Background: an optimization exercise with open tools, aiming at small area and few clock cycles. Do not read the settings as production practice.
Only simulation tests tie the RTL to the original design; equivalence was not proved.
Power and IR drop assume default switching activity.

==> flow/design.v <==
module rapidlok_track_decoder (
    input  wire        clk,
    input  wire        rst,
    input  wire        in_valid,
    output wire        in_ready,
    input  wire [7:0]  in_data,
    input  wire        in_last,
    input  wire [7:0]  trk,
    output wire        hdr_valid,
    output wire [4:0]  hdr_sec,
    output wire [15:0] hdr_pos,
    output wire        pay_valid,
    output wire [15:0] pay_data,
    output wire        span_valid,
    output wire        span_mark,
    output wire        trk_done,
    output wire [4:0]  trk_nfound
);
    localparam PH_NONE = 2'd0;    
    localparam PH_MARK = 2'd1;    
    localparam PH_DATA = 2'd2;    
    localparam PH_IDLE = 2'd3;    
    reg  [2:0]  k;        
    reg  [4:0]  s;        
    reg  [2:0]  r;        
    reg  [15:0] qpos;     
    reg  [20:0] found;
    reg  [4:0]  nfound;
    reg         fin;      
    wire [7:0] b = in_data;
    wire [3:0] thi = trk[7:4];
    wire [3:0] tlo = trk[3:0];
    wire [3:0] chi = {~thi[3], thi[2], thi[1], ~(thi[0] ^ s[4])};
    wire [3:0] clo = tlo ^ s[3:0] ^ 4'h6;
    wire [5:0] p_thi = {1'b1, thi[3], thi[2], ~(thi[3] & thi[2] & thi[1]), thi[1], thi[0]};
    wire [5:0] p_tlo = {1'b1, tlo[3], tlo[2], ~(tlo[3] & tlo[2] & tlo[1]), tlo[1], tlo[0]};
    wire [5:0] p_chi = {1'b1, chi[3], chi[2], ~(chi[3] & chi[2] & chi[1]), chi[1], chi[0]};
    wire [5:0] p_clo = {1'b1, clo[3], clo[2], ~(clo[3] & clo[2] & clo[1]), clo[1], clo[0]};
    wire [3:0] p_slo = {s[2], ~(s[3] & s[2] & s[1]), s[1], s[0]};    
    wire [7:0] h1 = {5'b10010, s[4], 1'b1, s[3]};
    wire [7:0] h2 = {p_slo, p_thi[5:2]};
    wire [7:0] h3 = {p_thi[1:0], p_tlo};
    wire [7:0] h5 = {4'b1110, p_chi[5:2]};
    wire [7:0] h6 = {p_chi[1:0], p_clo};
    wire alt = (k == 3'd4) && (h3 == 8'h75);
    reg ok;
    always @(*) begin
        case (k)
            3'd1: ok = (b[7:3] == 5'b10010) && b[1];
            3'd2: ok = (b[6] == ~(s[3] & b[7] & b[5])) && (b[3:0] == h2[3:0]);
            3'd3: ok = (b == h3);
            3'd4: ok = (b == 8'hD6);
            3'd5: ok = (b == h5);
            default: ok = (b == h6);
        endcase
    end
    wire [4:0] total = (trk >= 8'd31) ? 5'd16 :
                       (trk <= 8'd17) ? 5'd20 :
                       (trk <= 8'd24) ? 5'd18 : 5'd17;
    wire found_s = found[s];
    wire held = (k != 3'd0);
    wire adv  = held && ok && (k != 3'd6) && !in_last;
    wire det  = (k == 3'd6) && ok && (s <= total) && !found_s;
    wire die  = held && !adv && !det;
    assign in_ready = !die;
    wire take   = in_valid && !die;
    wire replay = in_valid && die;
    wire start  = (b == 8'h75) && !in_last;
    wire [2:0] nfree = k - {2'd0, alt};
    reg [7:0] hb;         
    always @(*) begin
        case (r)
            3'd0: hb = 8'h75;
            3'd1: hb = h1;
            3'd2: hb = h2;
            3'd3: hb = h3;
            3'd4: hb = 8'hD6;
            default: hb = h5;
        endcase
    end
    wire       proc = replay || (take && !held && !start);
    wire [7:0] x    = replay ? hb : b;
    reg  [1:0]  phase;
    reg  [7:0]  cnt;      
    reg  [1:0]  tcnt;     
    reg  [9:0]  tri_buf;  
    reg  [15:0] q0, q1;   
    wire hdr_go  = take && det;
    wire dstep   = proc && !fin && (phase == PH_DATA) && (cnt < 8'd194);
    wire pair_go = dstep && (tcnt == 2'd2);
    assign hdr_valid  = hdr_go;
    assign hdr_sec    = s;
    assign hdr_pos    = qpos;
    assign pay_valid  = pair_go && (cnt >= 8'd2);
    assign pay_data   = q0;
    assign span_valid = (hdr_go || fin) && (phase != PH_NONE);
    assign span_mark  = (phase == PH_DATA);
    assign trk_done   = fin;
    assign trk_nfound = nfound;
    wire [15:0] w = ~{tri_buf, x[7], x[6], x[4], x[3], x[1], x[0]};
    always @(posedge clk) begin
        if (rst) begin
            k      <= 3'd0;
            r      <= 3'd0;
            qpos   <= 16'hFFFA;
            found  <= 21'd0;
            nfound <= 5'd0;
            fin    <= 1'b0;
            phase  <= PH_NONE;
        end else begin
            if (replay) begin
                if (r == nfree - 3'd1) begin
                    r   <= 3'd0;
                    k   <= {2'd0, alt};
                end else begin
                    r <= r + 3'd1;
                end
            end else if (take) begin
                qpos <= in_last ? 16'hFFFA : qpos + 16'd1;
                if (adv) begin
                    k   <= k + 3'd1;
                    if (k == 3'd1) s[4:3] <= {b[2], b[0]};
                    if (k == 3'd2) s[2:0] <= {b[7], b[5], b[4]};
                end else begin
                    k   <= {2'd0, start};
                end
            end
            fin <= take && in_last;
            if (fin) begin
                phase  <= PH_NONE;
                found  <= 21'd0;
                nfound <= 5'd0;
            end else if (hdr_go) begin
                phase  <= PH_MARK;
                cnt    <= start ? 8'd6 : 8'd7;
                tcnt   <= 2'd0;
                found  <= found | (21'd1 << s);
                nfound <= nfound + 5'd1;
            end else if (proc) begin
                case (phase)
                    PH_MARK: begin
                        if (tcnt[0] && x == 8'h6B) begin
                            phase <= PH_DATA;
                            cnt   <= 8'd0;
                            tcnt  <= 2'd0;
                        end else begin
                            if (cnt == 8'd38) phase <= PH_IDLE;
                            tcnt[0] <= (x == 8'hFF);
                            cnt     <= cnt + 8'd1;
                        end
                    end
                    PH_DATA: begin
                        if (cnt < 8'd194) begin
                            case (tcnt)
                                2'd0: begin
                                    tri_buf[9:5] <= {x[6], x[5], x[3], x[2], x[0]};
                                    tcnt <= 2'd1;
                                end
                                2'd1: begin
                                    tri_buf[4:0] <= {x[7], x[5], x[4], x[2], x[1]};
                                    tcnt <= 2'd2;
                                end
                                default: begin
                                    q0   <= q1;
                                    q1   <= w;
                                    cnt  <= cnt + 8'd1;
                                    tcnt <= 2'd0;
                                end
                            endcase
                        end
                    end
                    default: ;
                endcase
            end
        end
    end
endmodule
export LEC_CHECK = 0
export ABC_AREA = 1
export CAP_MARGIN = 20
export CORE_MARGIN = 2
export CORE_UTILIZATION = 55
export SLEW_MARGIN = 20
create_clock -name core_clock -period 10.0 [get_ports {clk}]
standard.sh (not shown) runs the stock make flow with config.mk's settings and CLKGATE_MAP_FILE= SYNTH_SCRIPT=/design/flow/synth_recipe.tcl, a recipe that flattens the netlist after the stock synthesis.
==> flow/flow/run.sh <==
#!/bin/bash
# The standard layout (standard.sh) with three changes:
#  - synthesis maps the logic with an area-oriented ABC script and no adder
#    extraction (flow/synth.tcl, flow/area.abc); flip-flops are mapped as before
#  - the port buffers are the smallest buffer, sky130_fd_sc_hd__buf_1
#  - clock tree synthesis uses small clock buffers
set -euo pipefail
here=$(pwd)
sed "s#SYNTH_SCRIPT=[^ ]*#SYNTH_SCRIPT=$here/flow/synth.tcl#" standard.sh > flow_standard.sh
export FLOW_ABC_SCRIPT=$here/flow/area.abc
export BUFFER_PORTS_ARGS="-buffer_cell sky130_fd_sc_hd__buf_1"
if [[ -f flow/cts_args ]]; then export CTS_ARGS="$(cat flow/cts_args)"; fi
bash flow_standard.sh ADDER_MAP_FILE= finish > flow_make.log 2>&1
==> flow/flow/area.abc <==
strash
&get -n
&fraig -x
&put
scorr
dc2
strash
&get -n
&deepsyn -T 20
&put
dch -f
amap
topo
==> flow/flow/cts_args <==
-sink_clustering_enable -repair_clock_nets -buf_list sky130_fd_sc_hd__clkbuf_8 -root_buf sky130_fd_sc_hd__clkbuf_8 -dont_use_dummy_load
==> flow/flow/synth.tcl <==
# The standard flow's synthesis script (synth_recipe.tcl), with ABC run on an area-oriented
# script of our own. Flip-flop mapping and naming are unchanged.
proc synth {args} { yosys synth -nofsm -noshare {*}$args }
proc abc {args} {
  set i [lsearch -exact $args -script]
  if {$i >= 0} { set args [lreplace $args [expr {$i + 1}] [expr {$i + 1}] $::env(FLOW_ABC_SCRIPT)] }
  yosys abc {*}$args
}
source $::env(SCRIPTS_DIR)/synth.tcl
# left out here: clear keep_hierarchy, flatten, clean up, hide names made inside functions, write 1_2_yosys.v
Testbench counts at the start, summed over its fixed seeds: cycles 192,272.
Next try:
--- a/flow/design.v
+++ b/flow/design.v
@@ -130,11 +130,11 @@
                 phase  <= PH_NONE;
                 found  <= 21'd0;
                 nfound <= 5'd0;
             end else if (hdr_go) begin
                 phase  <= PH_MARK;
-                cnt    <= start ? 8'd6 : 8'd7;
+                cnt    <= 8'd7;
                 tcnt   <= 2'd0;
                 found  <= found | (21'd1 << s);
                 nfound <= nfound + 5'd1;
             end else if (proc) begin
                 case (phase)
Outcome: The new run finished clean; cell area came out lower by 0.78%; sequential cell count does not change; routed wire length decreases by 2.6%; via count came out lower by 0.31%; clock skew goes up by 0.012 ns; register-to-register slack got worse by 0.49 ns; sequential power came out higher by about 1%; die area goes down by 0.68%; clock power is about the same; count of clock-buffer cells in the layout stays the same; final cell count does not change; area after synthesis decreases by 0.71%; total power goes up by 4.6%; core utilization fell by 0.18 points.
Testbench counts after the change, summed over its fixed seeds: cycles 192,272.

-- separate check: timing with driven ports --
The flow's constraints put no driver on any port. The routed layouts listed below were extracted and timed again, unchanged, in two steps.
Step 1 (the two cells are an assumption about what drives the block):
set clk [get_ports {clk}]
set_driving_cell -lib_cell sky130_fd_sc_hd__clkbuf_16 $clk
set_driving_cell -lib_cell sky130_fd_sc_hd__buf_2 [delete_from_list [all_inputs] $clk]
Step 2, shift: input delay + t, output delay - t, t = (earliest + latest rising clock arrival at the registers) / 2. This alone moves slack from input paths to output paths.
Three values: ideal ports, drivers, drivers and shift; two values: the first two.
run	shift t [ns]	slack for setup (ns)	worst setup path after step 2	clock arrival spread, ns	worst slew at a driven data input, ns
the first run	0.386	2.504 / 2.479 / 2.479	input to output	0.024 / 0.024	0.05
the second run	0.372	2.751 / 2.727 / 2.727	input to output	0.036 / 0.036	0.03
After both steps setup and hold are still met in every run listed. For the first run, which loses most, drivers alone change the setup slack by -0.025 ns; drivers and shift together by -0.025 ns.
